From an optimization exercise on the open Yosys and OpenROAD flow, aimed at small area, a short achievable clock period and few clock cycles; shortcuts taken in it are not production practice. Only simulation tests tie the RTL to the original design; equivalence was not proved. Power figures rest on the tool's default switching activity, not on a simulated workload.

==> v33 <==
==> flow/design.v (excerpt) <==
module zmc_servo #(
    parameter PPR      = 2000,   
    parameter S_P      = 8,      
    parameter S_C      = 8,      
    parameter N_D      = 4,      
    parameter DUTY_MAX = 4095    
) (
    input             clk,
    input             rst,
    input             in_valid,
    output            in_ready,
    input      [1:0]  in_op,
    input      [15:0] in_enc,
    input      [15:0] in_cur,
    input      [15:0] in_pos_sp,
    input      [15:0] in_limit,
    input      [15:0] kp_p,
    input      [15:0] ki_p,
    input      [15:0] kd_p,
    input      [15:0] kp_c,
    input      [15:0] ki_c,
    input      [15:0] kd_c,
    output reg        out_valid,
    output     [15:0] trk_abs,
    output     [15:0] cur_sp,
    output     [15:0] duty,
    output            bwd
);
clock: 24.0 ns
lec_check: 0
abc_clock_period_in_ps: 6000
cap_margin: 20
core_margin: 2
core_utilization: 40
place_density: 0.6
slew_margin: 20
run.sh (not shown) runs the stock make flow with config.mk's settings and CLKGATE_MAP_FILE= SYNTH_SCRIPT=/design/flow/synth_recipe.tcl, a recipe that flattens the netlist after the stock synthesis.
==> inputs of v12, as changes to v33 <==
--- a/flow/design.v
+++ b/flow/design.v
@@ -37,97 +37,108 @@
     input                    clk,
     input                    rst,
     input                    load,       
     input  signed [35:0]     num,
     input  [15:0]            den,        
     input                    hi,         
     output                   idle,
     output reg               done,       
-    output signed [35:0]     q
+    output signed [35:0]     q,
+    output signed [35:0]     qx,         
+    output                   qc
 );
     localparam NW = 36;
-    function [5:0] blen36(input [35:0] v);
-        integer i;
-        begin
-            blen36 = 6'd0;
-            for (i = 0; i < 36; i = i + 1)
-                if (v[i]) blen36 = i + 1;
-        end
-    endfunction
     function [4:0] blen16(input [15:0] v);
         integer i;
         begin
             blen16 = 5'd0;
             for (i = 0; i < 16; i = i + 1)
                 if (v[i]) blen16 = i + 1;
         end
     endfunction
+    wire [4:0]   bdm1 = blen16(den) - 5'd1;
     reg [1:0]    st;         
     reg [3:0]    cnt;
     reg [NW-1:0] m;
     reg [15:0]   r;
     reg [15:0]   dvs;
+    reg [15:0]   dvs_m1;
     reg [17:0]   dvs3;
     reg          neg, hi_q;
+    reg [1:0]    bg, bp;       
     assign idle = (st == 2'd0);
     wire [NW-1:0] mx   = m;               
-    wire [5:0]    bn   = blen36(mx);
-    wire [4:0]    bd   = blen16(dvs);
-    wire signed [7:0] nit = $signed({2'b00, bn}) - $signed({3'b000, bd}) + 8'sd1;
-    wire [3:0]    nst  = (nit <= 0) ? 4'd0 : ((nit[6:0] + 7'd3) >> 2);    
+    reg  [8:0]    nz;
+    reg  [3:0]    gi;
+    integer       gk;
+    always @* begin
+        for (gk = 0; gk < 9; gk = gk + 1) nz[gk] = |mx[4*gk +: 4];
+        gi = 4'd0;
+        for (gk = 0; gk < 9; gk = gk + 1) if (nz[gk]) gi = gk;
+    end
+    wire [3:0]    nib  = mx[4*gi +: 4];
+    wire [1:0]    pos  = nib[3] ? 2'd3 : nib[2] ? 2'd2 : nib[1] ? 2'd1 : 2'd0;
+    wire signed [5:0] nsd = $signed({2'b00, gi}) - $signed({4'b0000, bg}) + $signed({5'b00000, (pos >= bp)});
+    wire [3:0]    nst  = ((nz == 9'd0) || nsd <= 0) ? 4'd0 : nsd[3:0];    
     wire [6:0]    sh   = NW - {nst, 2'b00};
     wire [NW+15:0] ld  = {16'd0, mx} << sh;
+    wire [NW-1:0]  pad = neg ? ~({NW{1'b1}} << sh) : {NW{1'b0}};
+    wire [1:0]     qi  = {2{neg}};
     reg [15:0]   rs [0:2];
     reg [NW-1:0] ms [0:2];
     integer k;
     always @* begin
         rs[0] = r;
         ms[0] = m;
         for (k = 0; k < 2; k = k + 1) begin : st4
             reg [17:0] s;
             reg [18:0] t1, t2, t3;
             s  = {rs[k], ms[k][NW-1:NW-2]};
             t1 = {1'b0, s} - {3'b000, dvs};
             t2 = {1'b0, s} - {2'b00, dvs, 1'b0};
             t3 = {1'b0, s} - {1'b0, dvs3};
             if (!t3[18]) begin
                 rs[k+1] = t3[15:0];
-                ms[k+1] = {ms[k][NW-3:0], 2'b11};
+                ms[k+1] = {ms[k][NW-3:0], 2'b11 ^ qi};
             end else if (!t2[18]) begin
                 rs[k+1] = t2[15:0];
-                ms[k+1] = {ms[k][NW-3:0], 2'b10};
+                ms[k+1] = {ms[k][NW-3:0], 2'b10 ^ qi};
             end else if (!t1[18]) begin
                 rs[k+1] = t1[15:0];
-                ms[k+1] = {ms[k][NW-3:0], 2'b01};
+                ms[k+1] = {ms[k][NW-3:0], 2'b01 ^ qi};
             end else begin
                 rs[k+1] = s[15:0];
-                ms[k+1] = {ms[k][NW-3:0], 2'b00};
+                ms[k+1] = {ms[k][NW-3:0], 2'b00 ^ qi};
             end
         end
     end
-    wire [15:0] dm1  = dvs - 16'd1;
-    wire        cin  = hi_q ? 1'b0 : (neg ? (r != dm1) : (r != 16'd0));
-    assign q = (neg ? ~m : m) + {{(NW-1){1'b0}}, cin};
+    wire        cin  = hi_q ? 1'b0 : (neg ? (r != dvs_m1) : (r != 16'd0));
+    assign qx = m;
+    assign qc = cin;
+    assign q  = qx + {{(NW-1){1'b0}}, cin};
     always @(posedge clk) begin
         if (rst) begin
             st   <= 2'd0;
             done <= 1'b0;
             cnt  <= 4'd0;
             m    <= {NW{1'b0}};
             r    <= 16'd0;
             dvs  <= 16'd0;
+            dvs_m1 <= 16'd0;
             dvs3 <= 18'd0;
             neg  <= 1'b0;
             hi_q <= 1'b0;
+            bg   <= 2'd0;
+            bp   <= 2'd0;
         end else begin
             done <= 1'b0;
             case (st)
                 2'd1: begin
-                    m    <= ld[NW-1:0];
+                    m    <= ld[NW-1:0] | pad;
                     r    <= ld[NW+15:NW];
                     cnt  <= nst;
                     dvs3 <= {2'b00, dvs} + {1'b0, dvs, 1'b0};
                     if (nst == 4'd0) begin
                         done <= 1'b1;
                         st   <= 2'd0;
                     end else begin
                         st   <= 2'd2;
@@ -144,16 +155,19 @@
                 end
                 default: ;
             endcase
             if (load) begin
                 m    <= num[35] ? ~num : num;
                 neg  <= num[35];
                 hi_q <= hi;
                 dvs  <= den;
+                bg   <= bdm1[3:2];
+                bp   <= bdm1[1:0];
+                dvs_m1 <= den - 16'd1;
                 st   <= 2'd1;
             end
         end
     end
 endmodule
 module zmc_servo #(
     parameter PPR      = 2000,   
     parameter S_P      = 8,      
@@ -293,23 +307,30 @@
     zmc_divider u_div (
         .clk(clk), .rst(rst), .load(dv_load), .num(numv), .den(ki_cur), .hi(sat_hi),
         .idle(), .done(dv_done), .q(qv)
     );
     wire signed [31:0] icur = dloop ? c_integ : p_integ;
     wire signed [35:0] ic36 = icur;
     wire signed [31:0] inew = dhi ? ((qv < ic36) ? ((qv < -36'sd2147483648) ? 32'sh80000000 : qv[31:0]) : icur)
                                   : ((qv > ic36) ? ((qv > 36'sd2147483647)  ? 32'sh7fffffff : qv[31:0]) : icur);
+    reg        pnd, pnd_fire, pnd_zero;
+    reg [10:0] pnd_val;
     wire is_run    = (op_q == OP_RUN);
-    wire done_main = (st == S_T1 && !is_run && div_idle) || (st == S_CMPC);
+    wire nr_go     = !pnd && !pnd_fire;
+    wire done_main = (st == S_T1 && !is_run && nr_go) || (st == S_CMPC);
     assign in_ready = (st == S_IDLE) || done_main;
     wire accept    = in_valid && in_ready;
     always @(posedge clk) begin
         if (rst) begin
             st        <= S_IDLE;
+            pnd       <= 1'b0;
+            pnd_fire  <= 1'b0;
+            pnd_zero  <= 1'b0;
+            pnd_val   <= 11'd0;
             mcnt      <= 2'd0;
             mfirst    <= 1'b0;
             out_valid <= 1'b0;
             op_q      <= 2'd0;
             enc_q     <= 16'd0;
             pos_q     <= 16'd0;
             lim_q     <= 16'd0;
             lcur_q    <= 15'd0;
@@ -340,41 +361,69 @@
         end else begin
             out_valid <= 1'b0;
             if (dv_done) begin
                 if (dloop) c_integ <= inew;
                 else       p_integ <= inew;
                 if (dcmpl) out_valid <= 1'b1;
                 dbusy <= 1'b0;
             end
+            if (dv_done && pnd) begin
+                pnd      <= 1'b0;
+                pnd_fire <= 1'b1;
+            end
+            if (pnd_fire) begin
+                pnd_fire  <= 1'b0;
+                trk_o     <= pnd_val;
+                out_valid <= 1'b1;
+                if (pnd_zero) begin
+                    c_integ <= 32'sd0;
+                    c_ep    <= 18'sd0;
+                    c_dv    <= 19'sd0;
+                    c_dc    <= 2'd0;
+                end
+            end
             case (st)
                 S_T1: begin
                     case (op_q)
                         OP_TRACK, OP_RUN: trk <= raw;
                         OP_TRESET:        trk <= 11'd0;
                         default: ;
                     endcase
                     if (is_run) begin
                         e_m <= pe_s;
                         st  <= S_T3P;
                     end
-                    else if (div_idle) begin
+                    else if (nr_go) begin
                         if (op_q == OP_ZERO) begin
-                            p_integ <= 32'sd0; c_integ <= 32'sd0;
-                            p_ep    <= 18'sd0; c_ep    <= 18'sd0;
-                            p_dv    <= 19'sd0; c_dv    <= 19'sd0;
-                            p_dc    <= 2'd0;   c_dc    <= 2'd0;
+                            p_integ <= 32'sd0;
+                            p_ep    <= 18'sd0;
+                            p_dv    <= 19'sd0;
+                            p_dc    <= 2'd0;
+                        end
+                        if (div_idle) begin
+                            if (op_q == OP_ZERO) begin
+                                c_integ <= 32'sd0;
+                                c_ep    <= 18'sd0;
+                                c_dv    <= 19'sd0;
+                                c_dc    <= 2'd0;
+                            end
+                            trk_o     <= (op_q == OP_TRACK) ? raw : (op_q == OP_TRESET) ? 11'd0 : trk;
+                            out_valid <= 1'b1;
+                        end else begin
+                            pnd_zero <= (op_q == OP_ZERO);
+                            pnd_val  <= (op_q == OP_TRACK) ? raw : (op_q == OP_TRESET) ? 11'd0 : trk;
+                            if (dv_done) pnd_fire <= 1'b1;
+                            else         pnd      <= 1'b1;
                         end
-                        trk_o     <= (op_q == OP_TRACK) ? raw : (op_q == OP_TRESET) ? 11'd0 : trk;
-                        out_valid <= 1'b1;
-                        st        <= S_IDLE;
+                        st <= S_IDLE;
                     end
                 end
                 S_T3P, S_T3C: begin
-                    if (st == S_T3P || div_idle) begin
+                    if (st == S_T3P || (div_idle && nr_go)) begin
                         if (lc) begin
                             c_integ <= i_sat; c_ep <= ep_new; c_dv <= d_new; c_dc <= dc_new;
                         end else begin
                             p_integ <= i_sat; p_ep <= ep_new; p_dv <= d_new; p_dc <= dc_new;
                         end
                         mcnt   <= g_top;
                         mfirst <= 1'b1;
                         mac_c  <= lc;
==> run_results.csv <==
group,metric,value,unit
outcome,status,"timing/DRC/antenna clean",
worst_setup_path,cp.arrival,9080,ps
clock_network,insertion_delay,720,ps
finish,multiInputGateArea,47300,µm²
die,die_x,405,µm
logic_synthesis,synthAdderAreaFrac,23.6,%
sta,clock.fmax,0.116,GHz
power,switching_share,32.8,%
global_routing,grt_pass1_wl,357000,µm
-- figures above: v12

==> run_results.csv <==
group,metric,value,unit
placed_design,pre_cts_ws,15520,ps
finish,fin_util,44.2,%
clock_network,insertion_delay,700,ps
drt,met1Wirelength,95200,µm
logic_synthesis,synthAdderAreaFrac,24.6,%
power,switching_share,32.7,%
placed_design,place_congestion,0.931,
finish,multiInputGateArea,46900,µm²
global_routing,grt_pass1_wl,336000,µm
outcome,status,"timing/DRC/antenna clean",
-- figures above: v33

Testbench counts of v33, summed over its fixed seeds: cycles 135,526.
Testbench counts of v12, summed over its fixed seeds: cycles 129,763.

## static timing again, ports no longer ideal
The results above use ideal ports. As a check the final layouts listed here were re-extracted and re-timed, cells and wires unchanged. Step 1 sets driving cells, clkbuf_16 on the clock port and buf_2 on the other inputs (assumed; they add their load-dependent delay and slew). Step 2 also shifts input and output timing later by t, the mid clock arrival at the registers, as if the neighbouring blocks saw the same clock. Slacks: ideal ports / drivers / drivers and shift; pairs: ideal ports / drivers.
| run | shift t [ns] | setup slack, ns | clock arrival spread, ns |
|---|---|---|---|
| v33 | 0.758 | 15.353 / 15.353 / 15.353 | 0.051 / 0.051 |
| v12 | 0.791 | 15.376 / 15.376 / 15.289 | 0.038 / 0.038 |
After both steps setup and hold are still met in every run listed. The setup slack of v12, which loses most, moves by 0.000 ns with the drivers and by -0.087 ns with both steps.
